What follows belongs to an exercise in optimizing a design on an open flow for small area, a short achievable clock period and few clock cycles; a production flow would make more cautious choices. Only simulation tests tie the RTL to the original design; equivalence was not proved. Power and IR drop assume default switching activity.

10-10:
==> flow/design.v <==
module scc_chinj (
    input  wire        clk,
    input  wire        rst,
    input  wire        start,
    input  wire        seed_load,
    input  wire [31:0] seed_in,
    input  wire [31:0] txlen,
    input  wire [31:0] window,
    output wire        ready,
    output wire        done,
    output wire [31:0] seed_out,
    output wire [31:0] nflip,
    input  wire        in_valid,
    output wire        in_ready,
    input  wire [31:0] in_data,
    output wire        out_valid,
    input  wire        out_ready,
    output wire [31:0] out_data
);
    localparam [1:0] S_IDLE  = 2'd0,
                     S_SETUP = 2'd1,
                     S_RUN   = 2'd2,
                     S_DONE  = 2'd3;
    function [31:0] lstep(input [31:0] l);
        lstep = {l[30:0], l[31] ^ l[21] ^ l[1] ^ l[0]};
    endfunction
    function [31:0] lstep4(input [31:0] l);
        lstep4 = lstep(lstep(lstep(lstep(l))));
    endfunction
    function [31:0] lstep16(input [31:0] l);
        lstep16 = lstep4(lstep4(lstep4(lstep4(l))));
    endfunction
    function [12:0] sub12(input [11:0] a, input [11:0] b);
        reg [11:0] g, p, G, P;
        integer i, lv, k;
        begin
            g = ~a & b;
            p = ~(a ^ b);
            G = g; P = p;
            for (lv = 1; lv < 12; lv = lv * 2)
                for (i = 11; i >= 0; i = i - 1)
                    if ((i / lv) % 2 == 1) begin
                        k = (i / lv) * lv - 1;
                        G[i] = G[i] | (P[i] & G[k]);
                        P[i] = P[i] & P[k];
                    end
            sub12 = {G[11], a ^ b ^ {G[10:0], 1'b0}};
        end
    endfunction
    function [33:0] add33(input [32:0] a, input [32:0] b, input ci);
        reg [32:0] g, p, G, P;
        integer i, lv, k;
        begin
            g = a & b;
            p = a ^ b;
            G = g; P = p;
            G[0] = g[0] | (p[0] & ci);
            for (lv = 1; lv < 33; lv = lv * 2)
                for (i = 32; i >= 0; i = i - 1)
                    if ((i / lv) % 2 == 1) begin
                        k = (i / lv) * lv - 1;
                        G[i] = G[i] | (P[i] & G[k]);
                        P[i] = P[i] & P[k];
                    end
            add33 = {G[32], p ^ {G[31:0], ci}};
        end
    endfunction
    function [31:0] inc32(input [31:0] x);
        reg [31:0] A;
        integer i, lv, k;
        begin
            A = x;
            for (lv = 1; lv < 32; lv = lv * 2)
                for (i = 31; i >= 0; i = i - 1)
                    if ((i / lv) % 2 == 1) begin
                        k = (i / lv) * lv - 1;
                        A[i] = A[i] & A[k];
                    end
            inc32 = x ^ {A[30:0], 1'b1};
        end
    endfunction
    function [26:0] dec27(input [26:0] x);
        reg [26:0] A;
        integer i, lv, k;
        begin
            A = ~x;
            for (lv = 1; lv < 27; lv = lv * 2)
                for (i = 26; i >= 0; i = i - 1)
                    if ((i / lv) % 2 == 1) begin
                        k = (i / lv) * lv - 1;
                        A[i] = A[i] & A[k];
                    end
            dec27 = x ^ {A[25:0], 1'b1};
        end
    endfunction
    function [9:0] r4step(input [9:0] r, input [1:0] d, input [9:0] l, input [11:0] l3);
        reg [11:0] t;
        reg [12:0] d1, d2, d3;
        begin
            t  = {r, d};
            d1 = sub12(t, {2'b00, l});
            d2 = sub12(t, {1'b0, l, 1'b0});
            d3 = sub12(t, l3);
            r4step = !d3[12] ? d3[9:0] : !d2[12] ? d2[9:0] : !d1[12] ? d1[9:0] : t[9:0];
        end
    endfunction
    reg  [1:0]  state;
    reg  [31:0] lf;          
    reg  [31:0] nflip_r;
    reg  [31:0] wl;          
    reg  [31:0] rl;          
    reg  [31:0] gp;          
    reg  [31:0] fp;          
    reg  [31:0] buf_r;       
    reg  [31:0] out_r;       
    reg         lastq;       
    reg  [26:0] wcnt;        
    reg         part;        
    reg  [11:0] l3;          
    reg         narrow;      
    reg         rle;         
    reg         rlt;         
    reg         fv;          
    reg         act;         
    reg         a0, a1, a2, a3;    
    reg         ph;          
    reg  [9:0]  r0, r1, r2, r3;    
    reg  [7:0]  k1, k2, k3;        
    reg  [7:0]  h2, h3, g3;        
    reg  [9:0]  res;         
    reg         resv;
    reg         sl;          
    reg  [5:0]  scnt;        
    reg         fpend;       
    reg         bfull;
    reg         ov;
    wire [31:0] lf16 = lstep16(lf);
    reg  [31:0] lf_d;
    reg         ph_d;
    reg         a0_d;
    reg  [5:0]  scnt_d;
    reg  [3:0]  b0;
    reg         sbit;
    wire [31:0] lf16_d = lstep16(lf_d);
    always @(posedge clk) begin
        b0   <= ph_d ? lf_d[11:8] : lf16_d[15:12];
        sbit <= lf16_d[~scnt_d[3:0]];
    end
    wire [9:0]  l10   = wl[9:0];
    wire [9:0]  c0_in = r0;
    wire [9:0]  c0_m  = r4step(c0_in, b0[3:2], l10, l3);
    wire [9:0]  c0    = r4step(c0_m,  b0[1:0], l10, l3);
    wire [9:0]  c1_in = r1;
    wire [9:0]  c1_m  = r4step(c1_in, k1[7:6], l10, l3);
    wire [9:0]  c1    = r4step(c1_m,  k1[5:4], l10, l3);
    wire [9:0]  c2_in = r2;
    wire [9:0]  c2_m  = r4step(c2_in, k2[7:6], l10, l3);
    wire [9:0]  c2    = r4step(c2_m,  k2[5:4], l10, l3);
    wire [9:0]  c3_in = r3;
    wire [9:0]  c3_m  = r4step(c3_in, k3[7:6], l10, l3);
    wire [9:0]  c3    = r4step(c3_m,  k3[5:4], l10, l3);
    wire [32:0] sub_a = sl ? {fp, sbit} : {1'b0, rl};
    wire [33:0] sub_r = add33(sub_a, ~{1'b0, wl}, 1'b1);
    wire        sub_b = !sub_r[33];                  
    wire [31:0] s_rem = sub_b ? sub_a[31:0] : sub_r[31:0];
    wire        acc      = (state == S_IDLE || state == S_DONE) && start;
    wire        setup    = (state == S_SETUP);
    wire        running  = (state == S_RUN);
    wire        load     = in_valid && !bfull && (setup || running);
    wire        emit     = ov && out_ready && running;
    wire        cand     = running && (bfull || load);    
    wire        ofree    = !ov || out_ready;
    wire        fhit     = fpend && (fp[31:5] == 27'd0);
    wire        fapply   = fhit && cand;
    wire        wpend    = act || a0 || a1 || a2 || a3 || resv || sl;
    wire        wdone    = !wpend || (gp[31:5] != 27'd0);
    wire [31:0] fmask    = 32'h8000_0000 >> fp[4:0];
    wire        lastword = (wcnt == 27'd0) || (wcnt == 27'd1 && !part);
    wire [31:0] gp_dec   = {dec27(gp[31:5]), gp[4:0]};
    wire [31:0] fp_dec   = {dec27(fp[31:5]), fp[4:0]};
    wire        ffree    = !fpend || fapply;
    wire        xfer     = resv && ffree && running;
    wire        move     = cand && wdone && ofree && !xfer;
    wire [31:0] cword    = (bfull ? buf_r : in_data) ^ (fapply ? fmask : 32'd0);
    wire        pend     = ph;
    wire        stall    = a3 && pend && resv && !xfer;
    wire        pidle    = !a0 && !a1 && !a2 && !a3;
    wire        adv      = !pidle && !stall && running;
    wire        bound    = adv && pend;                 
    wire        can0     = act && fv && narrow && !rlt && running;
    wire        go0      = can0 && (pidle || (pend && !stall));
    wire        repl     = act && fv && rlt && running && pidle && !resv && !sl;
    wire        sfin     = sl && (scnt == 6'd32);
    wire        sbitc    = sl && !sfin;
    wire        sgo      = act && fv && !narrow && !rlt && running && pidle && !resv &&
                           !sl && !fpend && (gp[31:5] == 27'd0);
    wire        hand     = xfer || sfin;                
    wire        dstart   = go0 || sgo;                  
    wire [31:0] fs_a     = sl ? fp : gp;
    wire [9:0]  fs_b     = sl ? {5'd0, gp[4:0]} : res;
    wire [32:0] f_sum    = add33({1'b0, fs_a}, {23'd0, fs_b}, 1'b0);
    wire [32:0] g_sum    = add33({1'b0, gp}, {1'b0, wl}, 1'b0);
    wire [11:0] l3_new   = add33({23'd0, wl[9:0]}, {22'd0, wl[9:0], 1'b0}, 1'b0);
    assign ready     = (state == S_IDLE) || (state == S_DONE);
    assign done      = (state == S_DONE);
    assign seed_out  = lf;
    assign nflip     = nflip_r;
    assign in_ready  = !bfull;
    assign out_valid = ov;
    assign out_data  = out_r;
    always @(posedge clk) begin
        if (rst)
            state <= S_IDLE;
        else if (acc)
            state <= S_SETUP;
        else if (setup)
            state <= (rl == 32'd0) ? S_DONE : S_RUN;
        else if (running) begin
            if (emit && lastq)
                state <= S_DONE;
        end else
            state <= S_IDLE;
    end
    always @(posedge clk) begin
        l3     <= l3_new;
        narrow <= (wl[31:10] == 22'd0);
        rle    <= sub_b || (rl == wl);
        rlt    <= sub_b;
        fv     <= !(acc || dstart || repl || sl);
    end
    always @(posedge clk) begin
        if (rst || acc)
            act <= 1'b0;
        else if (setup)
            act <= (wl != 32'd0) && (rl != 32'd0);
        else if (dstart && rle)
            act <= 1'b0;
    end
    always @* begin
        if (rst || acc) begin
            a0_d = 1'b0;
            ph_d = 1'b0;
        end else if (go0) begin
            a0_d = 1'b1;
            ph_d = 1'b0;
        end else begin
            a0_d = bound ? 1'b0 : a0;
            ph_d = adv ? !ph : ph;
        end
    end
    always @(posedge clk) begin
        a0 <= a0_d;
        ph <= ph_d;
        if (rst || acc) begin
            a1 <= 1'b0;
            a2 <= 1'b0;
            a3 <= 1'b0;
        end else if (bound) begin
            a1 <= a0;
            a2 <= a1;
            a3 <= a2;
        end
    end
    always @(posedge clk) begin
        if (bound) begin
            k1 <= lf_d[23:16];
            h2 <= lf_d[15:8];
            k2 <= h2;
            h3 <= lf_d[7:0];
            g3 <= h3;
            k3 <= g3;
        end else if (adv) begin
            k1 <= {k1[3:0], 4'd0};
            k2 <= {k2[3:0], 4'd0};
            k3 <= {k3[3:0], 4'd0};
        end
    end
    always @(posedge clk) begin
        if (rst || acc)
            resv <= 1'b0;
        else if (bound && a3)
            resv <= 1'b1;
        else if (xfer)
            resv <= 1'b0;
    end
    always @(posedge clk) begin
        if (rst || acc)
            sl <= 1'b0;
        else if (sgo)
            sl <= 1'b1;
        else if (sfin)
            sl <= 1'b0;
    end
    always @* begin
        if (sgo)
            scnt_d = 6'd0;
        else if (sbitc)
            scnt_d = scnt + 6'd1;
        else
            scnt_d = scnt;
    end
    always @(posedge clk) scnt <= scnt_d;
    always @(posedge clk) begin
        if (rst || acc)
            fpend <= 1'b0;
        else if (hand)
            fpend <= 1'b1;
        else if (fapply)
            fpend <= 1'b0;
    end
    always @(posedge clk) begin
        if (rst || acc)
            bfull <= 1'b0;
        else if (move)
            bfull <= 1'b0;
        else if (load)
            bfull <= 1'b1;
    end
    always @(posedge clk) begin
        if (rst || acc)
            ov <= 1'b0;
        else if (move)
            ov <= 1'b1;
        else if (emit)
            ov <= 1'b0;
    end
    always @(posedge clk) begin
        if (acc)
            part <= (txlen[4:0] != 5'd0);
        else if (move && wcnt == 27'd0)
            part <= 1'b0;
    end
    always @* begin
        if (rst)
            lf_d = 32'd1;
        else if (acc && seed_load)
            lf_d = seed_in;
        else if ((adv && a0) || (sbitc && scnt[3:0] == 4'd15))
            lf_d = lf16;
        else
            lf_d = lf;
    end
    always @(posedge clk) lf <= lf_d;
    always @(posedge clk) begin
        if (bound || go0)
            r0 <= 10'd0;
        else if (adv && a0)
            r0 <= c0;
    end
    always @(posedge clk) if (bound ? a0 : (adv && a1)) r1 <= bound ? c0 : c1;
    always @(posedge clk) if (bound ? a1 : (adv && a2)) r2 <= bound ? c1 : c2;
    always @(posedge clk) if (bound ? a2 : (adv && a3)) r3 <= bound ? c2 : c3;
    always @(posedge clk) if (bound && a3) res <= c3;
    always @(posedge clk) begin
        if (acc)
            wl <= window;
        else if (repl)
            wl <= rl;
    end
    always @(posedge clk) begin
        if (acc)
            rl <= txlen;
        else if (dstart)
            rl <= sub_r[31:0];
    end
    always @(posedge clk) begin
        if (acc)
            wcnt <= txlen[31:5];
        else if (move && wcnt != 27'd0)
            wcnt <= dec27(wcnt);
    end
    always @(posedge clk) begin
        if (rst)
            nflip_r <= 32'd0;
        else if (acc || hand)
            nflip_r <= acc ? 32'd0 : inc32(nflip_r);
    end
    always @(posedge clk) begin
        if (acc || hand || move)
            gp <= acc ? 32'd0 : hand ? g_sum[31:0] : gp_dec;
    end
    always @(posedge clk) begin
        if (hand || move || sgo || sbitc)
            fp <= hand ? f_sum[31:0] : move ? fp_dec : (sgo ? 32'd0 : s_rem);
    end
    always @(posedge clk) begin
        if (cand || load)
            buf_r <= cword;
    end
    always @(posedge clk) begin
        if (move)
            out_r <= cword;
    end
    always @(posedge clk) begin
        if (rst || acc)
            lastq <= 1'b0;
        else if (move)
            lastq <= lastword;
    end
endmodule
Settings: LEC_CHECK=0, CAP_MARGIN=20, CORE_MARGIN=2, CORE_UTILIZATION=60, PLACE_DENSITY=0.7, SETUP_SLACK_MARGIN=4, SLEW_MARGIN=20; clock period 10.0 ns.
run.sh (not shown) runs the stock make flow with config.mk's settings and CLKGATE_MAP_FILE= SYNTH_SCRIPT=/design/flow/synth_recipe.tcl, a recipe that flattens the netlist after the stock synthesis.
Testbench counts of 10-10, summed over its fixed seeds: cycles 13,522.
Changes in 10-03 relative to 10-10:
diff --git a/flow/design.v b/flow/design.v
--- a/flow/design.v
+++ b/flow/design.v
@@ -163,7 +163,8 @@
     wire [33:0] sub_r = add33(sub_a, ~{1'b0, wl}, 1'b1);
     wire        sub_b = !sub_r[33];                  
     wire [31:0] s_rem = sub_b ? sub_a[31:0] : sub_r[31:0];
-    wire        acc      = (state == S_IDLE || state == S_DONE) && start;
+    wire        lastx    = (state == S_RUN) && ov && lastq && out_ready;
+    wire        acc      = (state == S_IDLE || state == S_DONE || lastx) && start;
     wire        setup    = (state == S_SETUP);
     wire        running  = (state == S_RUN);
     wire        load     = in_valid && !bfull && (setup || running);
@@ -180,7 +181,7 @@
     wire [31:0] fp_dec   = {dec27(fp[31:5]), fp[4:0]};
     wire        ffree    = !fpend || fapply;
     wire        xfer     = resv && ffree && running;
-    wire        move     = cand && wdone && ofree && !xfer;
+    wire        move     = cand && wdone && ofree;
     wire [31:0] cword    = (bfull ? buf_r : in_data) ^ (fapply ? fmask : 32'd0);
     wire        pend     = ph;
     wire        stall    = a3 && pend && resv && !xfer;
@@ -200,9 +201,11 @@
     wire [9:0]  fs_b     = sl ? {5'd0, gp[4:0]} : res;
     wire [32:0] f_sum    = add33({1'b0, fs_a}, {23'd0, fs_b}, 1'b0);
     wire [32:0] g_sum    = add33({1'b0, gp}, {1'b0, wl}, 1'b0);
+    wire [31:0] g_sum_d  = {dec27(g_sum[31:5]), g_sum[4:0]};
+    wire [31:0] f_sum_d  = {dec27(f_sum[31:5]), f_sum[4:0]};
     wire [11:0] l3_new   = add33({23'd0, wl[9:0]}, {22'd0, wl[9:0], 1'b0}, 1'b0);
-    assign ready     = (state == S_IDLE) || (state == S_DONE);
-    assign done      = (state == S_DONE);
+    assign ready     = (state == S_IDLE) || (state == S_DONE) || lastx;
+    assign done      = (state == S_DONE) || lastx;
     assign seed_out  = lf;
     assign nflip     = nflip_r;
     assign in_ready  = !bfull;
@@ -216,8 +219,8 @@
         else if (setup)
             state <= (rl == 32'd0) ? S_DONE : S_RUN;
         else if (running) begin
-            if (emit && lastq)
-                state <= S_DONE;
+            if (lastx)
+                state <= S_IDLE;
         end else
             state <= S_IDLE;
     end
@@ -377,11 +380,11 @@
     end
     always @(posedge clk) begin
         if (acc || hand || move)
-            gp <= acc ? 32'd0 : hand ? g_sum[31:0] : gp_dec;
+            gp <= acc ? 32'd0 : hand ? (move ? g_sum_d : g_sum[31:0]) : gp_dec;
     end
     always @(posedge clk) begin
         if (hand || move || sgo || sbitc)
-            fp <= hand ? f_sum[31:0] : move ? fp_dec : (sgo ? 32'd0 : s_rem);
+            fp <= hand ? (move ? f_sum_d : f_sum[31:0]) : move ? fp_dec : (sgo ? 32'd0 : s_rem);
     end
     always @(posedge clk) begin
         if (cand || load)
Notes after the runs:
Across both runs, worst path buffer plus inverter count was higher for 10-03 than for 10-10. Changes observed in 10-03 relative to 10-10: power share of the clock group climbed 3.0 points; multi-input combinational cell count shows an increase of 166; routed wire length went down 4.4 mm. Total clock buffers created by CTS ends up lower on 10-03. [compare] base=10-10 new=10-03: overall power shows a reduction of about 20%, final hold slack shows no meaningful change, first-pass GRT wire length shows a reduction of about 5%, setup slack shows an increase of 190 ps, non-clock buffer count shows a reduction of 28.
Testbench counts of 10-03, summed over its fixed seeds: cycles 12,861.

-- port drivers added, routing unchanged --
The results above use ideal ports. As a check the final layouts listed here were re-extracted and re-timed, cells and wires unchanged. Step 1 assumes that a clkbuf_16 drives the clock port and a buf_2 every other input. Step 2 moves the port delays by t, midway between the first and last clock arrival at a register: inputs arrive t later, outputs are due t later. That takes back most of the time a late clock gives input paths. Three values: ideal ports, drivers, drivers and shift; two values: the first two.
run	shift t [ns]	slack for setup (ns)	worst setup path at the end
10-10	0.677	3.593 / 3.593 / 3.494	input to register
10-03	0.681	3.780 / 3.780 / 3.509	input to register
After both steps every run listed still meets setup and hold. The setup slack of 10-03, which loses most, moves by 0.000 ns with the drivers and by -0.271 ns with both steps.
